Context: an optimization exercise on an open-source flow, tuned for small area, a short achievable clock period and few clock cycles per item. The choices shown serve that exercise and are no tape-out recipe. For this run, only the layout was checked, not whether the RTL still works. Power and IR drop assume default switching activity.

==> flow/design.v <==
module pulse_tx_codec (
    input  wire       clk,
    input  wire       rst,         
    input  wire       in_valid,
    input  wire [7:0] in_data,
    input  wire       in_last,
    output wire       in_ready,
    output wire       out_valid,
    output wire [7:0] out_data,
    input  wire       out_ready
);
    localparam [7:0] FLAG = 8'h55;
    localparam [2:0] W_IDLE  = 3'd0;    
    localparam [2:0] W_START = 3'd1;    
    localparam [2:0] W_DATA  = 3'd2;    
    localparam [2:0] W_FCS   = 3'd3;    
    localparam [2:0] W_CLOSE = 3'd4;    
    function [31:0] crc32_byte(input [31:0] crc_in, input [7:0] d);
        integer k;
        reg [31:0] r;
        begin
            r = crc_in ^ {24'd0, d};
            for (k = 0; k < 8; k = k + 1)
                r = r[0] ? ((r >> 1) ^ 32'hEDB8_8320) : (r >> 1);
            crc32_byte = r;
        end
    endfunction
    reg         ir;          
    assign in_ready = ir;
    reg         oa_v, ob_v;
    reg  [7:0]  oa_d, ob_d;
    reg  [7:0]  od;          
    wire        push;                    
    wire [7:0]  push_d;
    assign out_valid = oa_v;
    assign out_data  = od;
    reg  [256*9-1:0] ring;
    reg  [7:0]  da;          
    reg  [7:0]  db;          
    reg         rp, wp;      
    reg         vp;          
    reg         empty;       
    reg         full;        
    reg         c255;        
    wire [8:0]  head = ring[256*9-1 -: 9];
    wire [8:0]  next_head = ring[255*9-1 -: 9];
    reg         is_code;     
    reg         head_ok;     
    wire [255:0] ta;
    genvar gi;
    generate
        for (gi = 0; gi < 256; gi = gi + 1) begin : g_ta
            if (gi >= 1 && gi <= 254)
                assign ta[gi] = ring[(254-gi)*9 + 8];
            else
                assign ta[gi] = 1'b0;
        end
    endgenerate
    wire [6:0]  f0, f1, f2, f3;
    genvar gg;
    generate
        for (gg = 0; gg < 4; gg = gg + 1) begin : g_grp
            wire [63:0] b = ta[64*gg +: 64];
            wire [31:0] v1; wire [31:0]    i1;
            wire [15:0] v2; wire [16*2-1:0] i2;
            wire [7:0]  v3; wire [8*3-1:0]  i3;
            wire [3:0]  v4; wire [4*4-1:0]  i4;
            wire [1:0]  v5; wire [2*5-1:0]  i5;
            for (gi = 0; gi < 32; gi = gi + 1) begin : l1
                assign v1[gi] = b[2*gi] | b[2*gi+1];
                assign i1[gi] = !b[2*gi];
            end
            for (gi = 0; gi < 16; gi = gi + 1) begin : l2
                assign v2[gi] = v1[2*gi] | v1[2*gi+1];
                assign i2[gi*2 +: 2] = v1[2*gi] ? {1'b0, i1[2*gi]} : {1'b1, i1[2*gi+1]};
            end
            for (gi = 0; gi < 8; gi = gi + 1) begin : l3
                assign v3[gi] = v2[2*gi] | v2[2*gi+1];
                assign i3[gi*3 +: 3] = v2[2*gi] ? {1'b0, i2[4*gi +: 2]} : {1'b1, i2[4*gi+2 +: 2]};
            end
            for (gi = 0; gi < 4; gi = gi + 1) begin : l4
                assign v4[gi] = v3[2*gi] | v3[2*gi+1];
                assign i4[gi*4 +: 4] = v3[2*gi] ? {1'b0, i3[6*gi +: 3]} : {1'b1, i3[6*gi+3 +: 3]};
            end
            for (gi = 0; gi < 2; gi = gi + 1) begin : l5
                assign v5[gi] = v4[2*gi] | v4[2*gi+1];
                assign i5[gi*5 +: 5] = v4[2*gi] ? {1'b0, i4[8*gi +: 4]} : {1'b1, i4[8*gi+4 +: 4]};
            end
            wire [6:0] fr = {v5[0] | v5[1], v5[0] ? {1'b0, i5[0 +: 5]} : {1'b1, i5[5 +: 5]}};
            if (gg == 0) begin : a0 assign f0 = fr; end
            if (gg == 1) begin : a1 assign f1 = fr; end
            if (gg == 2) begin : a2 assign f2 = fr; end
            if (gg == 3) begin : a3 assign f3 = fr; end
        end
    endgenerate
    wire        found = f0[6] || f1[6] || f2[6] || f3[6];
    wire [7:0]  code_n = f0[6] ? {2'd0, f0[5:0]} :
                         f1[6] ? {2'd1, f1[5:0]} :
                         f2[6] ? {2'd2, f2[5:0]} :
                         f3[6] ? {2'd3, f3[5:0]} : 8'hFF;
    wire        code_55 = !f0[6] && f1[6] && (f1[5:0] == 6'd21);
    reg  [7:0]  code_q;      
    wire        consume = rp && !empty && !ob_v && head_ok;
    assign push   = consume;
    assign push_d = is_code ? code_q : head[7:0];
    reg  [2:0]  wst;
    reg  [7:0]  run;         
    reg         run_full;    
    reg  [1:0]  fidx;
    reg  [31:0] crc;
    wire [7:0]  x = (wst == W_FCS) ? ~crc[7:0] : in_data;
    reg         has_slot;
    reg  [8:0]  nslot;
    reg         uses_x;
    always @* begin
        has_slot = 1'b0;
        nslot    = {1'b1, 8'h00};
        uses_x   = 1'b0;
        case (wst)
            W_IDLE:  begin has_slot = in_valid; nslot = {1'b1, FLAG}; end
            W_START: begin has_slot = 1'b1; end
            W_DATA, W_FCS: begin
                has_slot = (wst == W_FCS) || in_valid || run_full;
                if (!run_full) begin
                    uses_x = 1'b1;
                    if (x != 8'h00)
                        nslot = {1'b0, (x == FLAG) ? 8'h00 : x};
                end
            end
            W_CLOSE: begin has_slot = 1'b1; nslot = {1'b1, FLAG}; end
            default: ;
        endcase
    end
    wire        write_nc = has_slot && (empty || (wp && !full));
    wire        write_c  = has_slot && (empty || wp);
    wire        write    = consume ? write_c : write_nc;
    wire        take = write && uses_x && (wst == W_DATA);
    wire        inc = write && !consume;
    wire        dec = consume && !write;
    wire        c1      = (db == 8'd1);
    wire        c254    = !empty && (da == 8'd2);
    wire        empty_n = inc ? 1'b0 : (dec ? c1 : empty);
    wire        full_n  = inc ? c255 : (dec ? 1'b0 : full);
    wire        c255_n  = inc ? c254 : (dec ? full : c255);
    wire        rp_n = consume || (!(write && empty) && (da == 8'd1));
    wire        wp_n = write || (db == 8'd1);
    wire        head_ok_n = !(next_head[8] && !next_head[0]) || found || full_n || c255_n;
    reg  [2:0]  wst_n;
    always @* begin
        wst_n = wst;
        if (write)
            case (wst)
                W_IDLE:  wst_n = W_START;
                W_START: wst_n = W_DATA;
                W_DATA:  if (uses_x && in_last) wst_n = W_FCS;
                W_FCS:   if (uses_x && fidx == 2'd3) wst_n = W_CLOSE;
                default: wst_n = W_IDLE;
            endcase
    end
    wire        run_full_n = write ? (uses_x && x != 8'h00 && run == 8'd253) : run_full;
    wire        ob_v_n = (!oa_v || out_ready) ? (ob_v && push) : (ob_v || push);
    wire        consume_n = rp_n && !empty_n && !ob_v_n && head_ok_n;
    wire        ir_n = (wst_n == W_DATA) && !run_full_n &&
                       (empty_n || (wp_n && (!full_n || consume_n)));
    always @(posedge clk) begin
        ring <= {ring[255*9-1:0],
                 write ? nslot : {head[8] && vp && !consume, head[7:0]}};
        code_q  <= code_55 ? 8'h00 : code_n;
        is_code <= next_head[8] && !next_head[0];
        head_ok <= head_ok_n;
        rp <= rp_n;
        wp <= wp_n;
        vp <= !empty_n && (rp_n || (vp && !wp_n));
        if (consume)
            da <= 8'd0;
        else if (write && empty)
            da <= 8'd255;
        else
            da <= da - 8'd1;
        if (write)
            db <= 8'd0;
        else
            db <= db - 8'd1;
        od <= (!oa_v || out_ready) ? (ob_v ? ob_d : push_d) : oa_d;
        if (!oa_v || out_ready) begin
            oa_v <= ob_v || push;
            if (ob_v || push)
                oa_d <= ob_v ? ob_d : push_d;
            ob_v <= ob_v && push;
            ob_d <= push_d;
        end else if (push) begin
            ob_v <= 1'b1;
            ob_d <= push_d;
        end
        if (write) begin
            case (wst)
                W_IDLE:  crc <= 32'hFFFF_FFFF;
                W_START: run <= 8'd0;
                W_DATA, W_FCS: begin
                    if (!uses_x || x == 8'h00)
                        run <= 8'd0;
                    else
                        run <= run + 8'd1;
                    if (uses_x) begin
                        if (wst == W_DATA) begin
                            crc  <= crc32_byte(crc, in_data);
                            fidx <= 2'd0;
                        end else begin
                            crc  <= {8'hFF, crc[31:8]};
                            fidx <= fidx + 2'd1;
                        end
                    end
                end
                default: ;
            endcase
        end
        if (rst) begin
            empty    <= 1'b1;
            full     <= 1'b0;
            c255     <= 1'b0;
            vp       <= 1'b0;
            wst      <= W_IDLE;
            run_full <= 1'b0;
            ir       <= 1'b0;
            oa_v     <= 1'b0;
            ob_v     <= 1'b0;
        end else begin
            empty <= empty_n;
            full  <= full_n;
            c255  <= c255_n;
            wst      <= wst_n;
            run_full <= run_full_n;
            ir       <= ir_n;
        end
    end
endmodule
==> flow/flow/run.sh <==
#!/bin/bash
set -euo pipefail
MARGIN=5.35
sed "s/SETUP_SLACK_MARGIN=[0-9.]*/SETUP_SLACK_MARGIN=${MARGIN}/" standard.sh > standard_margin.sh
grep -q "SETUP_SLACK_MARGIN=${MARGIN}" standard_margin.sh
bash standard_margin.sh > flow.log 2>&1
==> flow/standard.sh <==
#!/bin/bash
# synth_recipe.tcl (not shown) runs the flow's synth.tcl, then flattens the netlist and writes it again
# the make line also repeats each setting of config.mk as NAME=value (left out here)
make -C /OpenROAD-flow-scripts/flow DESIGN_CONFIG=/design/flow/config.mk WORK_HOME=/design/flow/orfs CLKGATE_MAP_FILE= SYNTH_SCRIPT=/design/flow/synth_recipe.tcl "${@:-finish}"
==> flow/config.mk <==
export PLATFORM = sky130hd
export DESIGN_NAME = pulse_tx_codec
export DESIGN_NICKNAME = pulse_tx_codec
export VERILOG_FILES = /design/flow/design.v
export SDC_FILE = /design/flow/constraint.sdc
export NUM_CORES = 4
export LEC_CHECK = 0
export CAP_MARGIN = 20
export CORE_MARGIN = 2
export CORE_UTILIZATION = 60
export CTS_CLUSTER_DIAMETER = 80
export CTS_CLUSTER_SIZE = 30
export SETUP_SLACK_MARGIN = 5.0
export SLEW_MARGIN = 20
==> flow/constraint.sdc <==
create_clock -name core_clock -period 8.0 [get_ports {clk}]
set_input_delay 1.6000 -clock core_clock [delete_from_list [all_inputs] [get_ports {clk}]]
set_output_delay 1.6000 -clock core_clock [all_outputs]
set_load 0.01 [all_outputs]
==> key figures <==
Global route
  – Global-route wire length before repair: 109.5 mm
  – GRT Overall Usage: 0.1424
  – Initial antenna violation count: 7
  – Largest net degree at the start of global routing: 45
  – GR Overflow Total: 0
  – Vias in the first global route: 21,810

Pwr
  – Maximum vdd drop: 241.8 uV
  – PD cells: 311.6 nW/um^2
  – Leakage: 23.35 nW

Critical path
  – Maximum fanout along the worst path: 4
  – Max incr delay on CP: 0.62 ns
  – Stages on the worst setup path: 7
  – CP Buf/Inv Count: 0
  – Crit end category: flip-flop
  – Critical-path cell list: nor4_4 > nand4_4 > or4_4 > or4_4 > nor2b_4 > nand2_1 > or4b_1
  – Crit-path slowest cell: or4_4
  – Critical path class: reg2reg
  – Worst r2r path cells: 7
  – Worst path required time: 8.57 ns
  – R2R setup slack: 5.15 ns
  – Most frequent CP cell: or4_4
  – Crit start category: flip-flop
  – Crit path arrival time: 3.42 ns
  – Cell family contributing the most delay on the critical path: simple AND/OR/NAND/NOR gates

Clock network
  – Clock latency on the worst-skew pair: 0.69 ns
  – CTS tree: done
  – CTS sink cnt: 2,409
  – Max Buffers Root-to-Sink: 3
  – Root Driver: clkbuf_16
  – H-tree depth: 3
  – CTS buffer count: 90
  – Worst-path clk slew: 0.11 ns

Finish
  – Post-route cell area: 59,700 um^2
  – Final nets: 3,475
  – Diodes inserted: 0
  – Layout cells sized above 1: 0.09706
  – Area Growth Syn to Fin: 10.12%

Worst hold path
  – Worst hold-check path type: reg2reg
  – Hold path cells: 0

Synthesis
  – Ys flop type: dfxtp_1
  – Yosys top cell area share: 0.8682
  – Post-synthesis cell area: 54,210 um^2
  – Post-synth EDFFs: 58
  – Adder and majority gate portion of the synthesized area: 0.001846
  – Cell taking the most area after synthesis: dfxtp_1
  – Async S/R FF share, synth: 0
  – Multiplexer share of the synthesized area: 0.005724
  – Post-Synth Simple-Gate Area: 0.04443
  – Register area share after synthesis: 0.9003
  – Most frequent cell after synthesis: dfxtp_1
  – Largest family of logic cells by synthesized area: simple AND/OR/NAND/NOR gates
  – Syn Area/Cell: 16.47 um^2
  – XOR/XNOR share of the synthesized area: 0.01163
  – Synth area leaders: dfxtp_1 (87%), edfxtp_1 (3.2%), nor2_1 (1.0%)
  – Yosys warnings: 1
  – Cells after synthesis: 3,291
  – Synth unique cells: 74
  – Most frequent cells after synthesis: dfxtp_1 (2,351), nor2_1 (151), a21oi_1 (77)
  – Post-synthesis compound-gate area fraction: 0.03024
  – Synthesized Nets: 3,312
  – Synthesized flop and latch total: 2,409

Timing
  – Endpoints failing hold: 0
  – Count of pins over their slew limit: 0
  – Setup violators final: 0
  – Period minus WS final: 2.847 ns
  – Rel. slew slack: 0.4442
  – RSZ-0062 raised after global routing: true
  – Worst slew pin tran: 0.8221 ns
  – FMAX: 0.3512 GHz
  – Clk_skew: 0.02094 ns
  – Setup TNS: 0 ns
  – Final cycle utilization of the critical path: 0.3559
  – Slack of the critical path: 5.153 ns

Run
  – Maxcap violations: 0

Route
  – WL met3: 2.846 mm
  – DR WL/cell: 14.09 um
  – DRC: 0
  – Via density: 4.679
  – Top Metal Used: met5
  – DR pass1 iterations: 5
  – Met1 wire length: 34.57 mm
  – Met2 WL post-DR: 26.59 mm
  – 1st-iter DRT viols: 1,157
  – DRT Wirelength: 65.47 mm
  – Vias: 21,750
  – Antenna-violating nets left: 0

Die
  – Initial core utilization: 0.6041
  – Core area: 89,740 um^2
  – Row count: 110
  – IO Count: 23
  – Die H: 304.6 um
  – DIE WIDTH: 304.6 um
  – DIE AREA: 92,770 um^2

Place
  – Post-Place Worst Slack: 3.812 ns
  – Placed cell area: 56,250 um^2
  – Routability congestion estimate: 0.8140
  – Hpwl dp: 36.64 mm
  – Port bufs: 22

Run status
  – Status: finished clean
cells by family (layout without fill, tap and decap cells):
kind of cell               count (synthesis)  after routing
DFF                                     2409           2409
and+or+nand+nor                          441            441
AOI/OAI and AO/OA                        249            250
buffers and inverters                     84            264
xor gates and xnor gates                  72             72
muxes                                     28             28
adders and majority gates                  8              8
placed cells by master (no fill, tap or decap), types with 7 or more instances in the layout:
master and count:
nand2b_1 10, ha_1 8, nor4_1 24, dfxtp_1 2333, nand3_1 25, a21oi_1 72
or4_4 9, buf_2 8, clkbuf_1 9, or4_1 29, clkbuf_16 94, a211oi_1 7
xnor2_1 37, buf_4 62, nand4_1 10, xnor2_4 15, or3_1 15, mux2_2 24
a221oi_1 10, inv_1 58, dlygate4sd2_1 7, nor2b_1 18, a31oi_1 7, dfxtp_2 13
nor3_1 26, o21bai_1 11, o31ai_1 28, o21ai_0 39, nand2_1 57, nor2_1 147
xnor2_2 8, edfxtp_1 58, xor2_1 12, nor4_4 17
flip-flops by register name (all words and copies together), names as in the netlist, 2 cells and up:
| signal | count |
|---|---|
| od | 8 |
| db | 8 |
| da | 8 |
| code_q | 8 |
| run | 8 |
| wst | 3 |
| ring | 2304 |
| oa_d | 8 |
| fidx | 2 |
| crc | 32 |
| ob_d | 8 |
worst reg2reg max path, cell delays in order, from the launching register on:
cell     delay [ns]
dfxtp_4        0.38
nor4_4         0.35
nand4_4        0.14
or4_4          0.57
or4_4          0.62
nor2b_4        0.17
nand2_1        0.05
or4b_1         0.45
path summary, 6_finish.rpt:
check                           startpoint        end
worst max-delay path            ring[2060]    head_ok
worst min-delay path             ring[256]  ring[265]
worst max register to register  ring[2060]    head_ok
worst min register to register   ring[256]  ring[265]
per-layer routing:
| metal | vias to the layer above | global-route usage |
|---|---|---|
| met3 | 106 | 0.03053 |
| met4 | 4 | 0.04974 |
| met2 | 275 | 0.2027 |
| met5 | - | 0 |
| li1 | 11010 | - |
| met1 | 10350 | 0.2161 |
per-stage QoR:
| step | utilization | power (mW) | std cells | hold slack [ns] |
|---|---|---|---|---|
| floorplan | - | 13.27 | 3291 | 0.3096 |
| global placement | 0.6269 | 13.40 | 4474 | 0.3104 |
| detailed placement | 0.6269 | 13.43 | 4474 | 0.3121 |
| CTS | 0.6617 | 18.77 | 4628 | 0.3212 |
| global route | 0.6653 | 19.35 | 4648 | 0.3303 |
| finish | 0.6653 | 18.60 | 4648 | 0.3241 |
repair_timing:
action / CTS / global route
buffers inserted: 42 / 20
endpoints found under the setup margin: 100 / 27
endpoints found under the hold margin: 0 / 0
gates cloned: 2 / 0
hold buffers: 0 / 0
pin swaps: 31 / 25
gates resized for setup: 114 / 39
power by group:
part / total, mW / internal, mW / leakage, nW / switching (mW)
combinational: 0.559 / 0.259 / 2.62 / 0.300
clock: 5.36 / 2.15 / 1.21 / 3.20
sequential: 12.7 / 12.5 / 19.5 / 0.187
total: 18.6 / 14.9 / 23.3 / 3.69
cell type report:
cell class,instances,area [um^2]
fill,6190,30040
timing repair buffer,92,778.2
inverter,62,245.2
tap,1176,1471
sequential,2409,48840
clock buffer,103,2386
clock inverter,7,86.33
multi-input combinational,799,5888

==> afterwards: timing with drivers on the ports <==
In the flow no input, the clock included, has a driving cell. The finished layout below was timed again as built, in two steps.
Step 1 sets driving cells, clkbuf_16 on the clock port and buf_2 on the other inputs (assumed; they add their load-dependent delay and slew).
Step 2, shift: input delay + t, output delay - t, t = (earliest + latest rising clock arrival at the registers) / 2. This alone moves slack from input paths to output paths.
a / b / c = ideal ports / drivers / drivers and shift; a / b = the first two.
t (ns): 0.733
setup slack, ns: 5.153 / 5.143 / 4.608
slew at the worst register clock pin (ns): 0.11 / 0.11
worst slew at a driven data input, ns: 0.12
After both steps this run still meets setup and hold. The setup slack of this run moves by -0.010 ns with the drivers and by -0.545 ns with both steps.
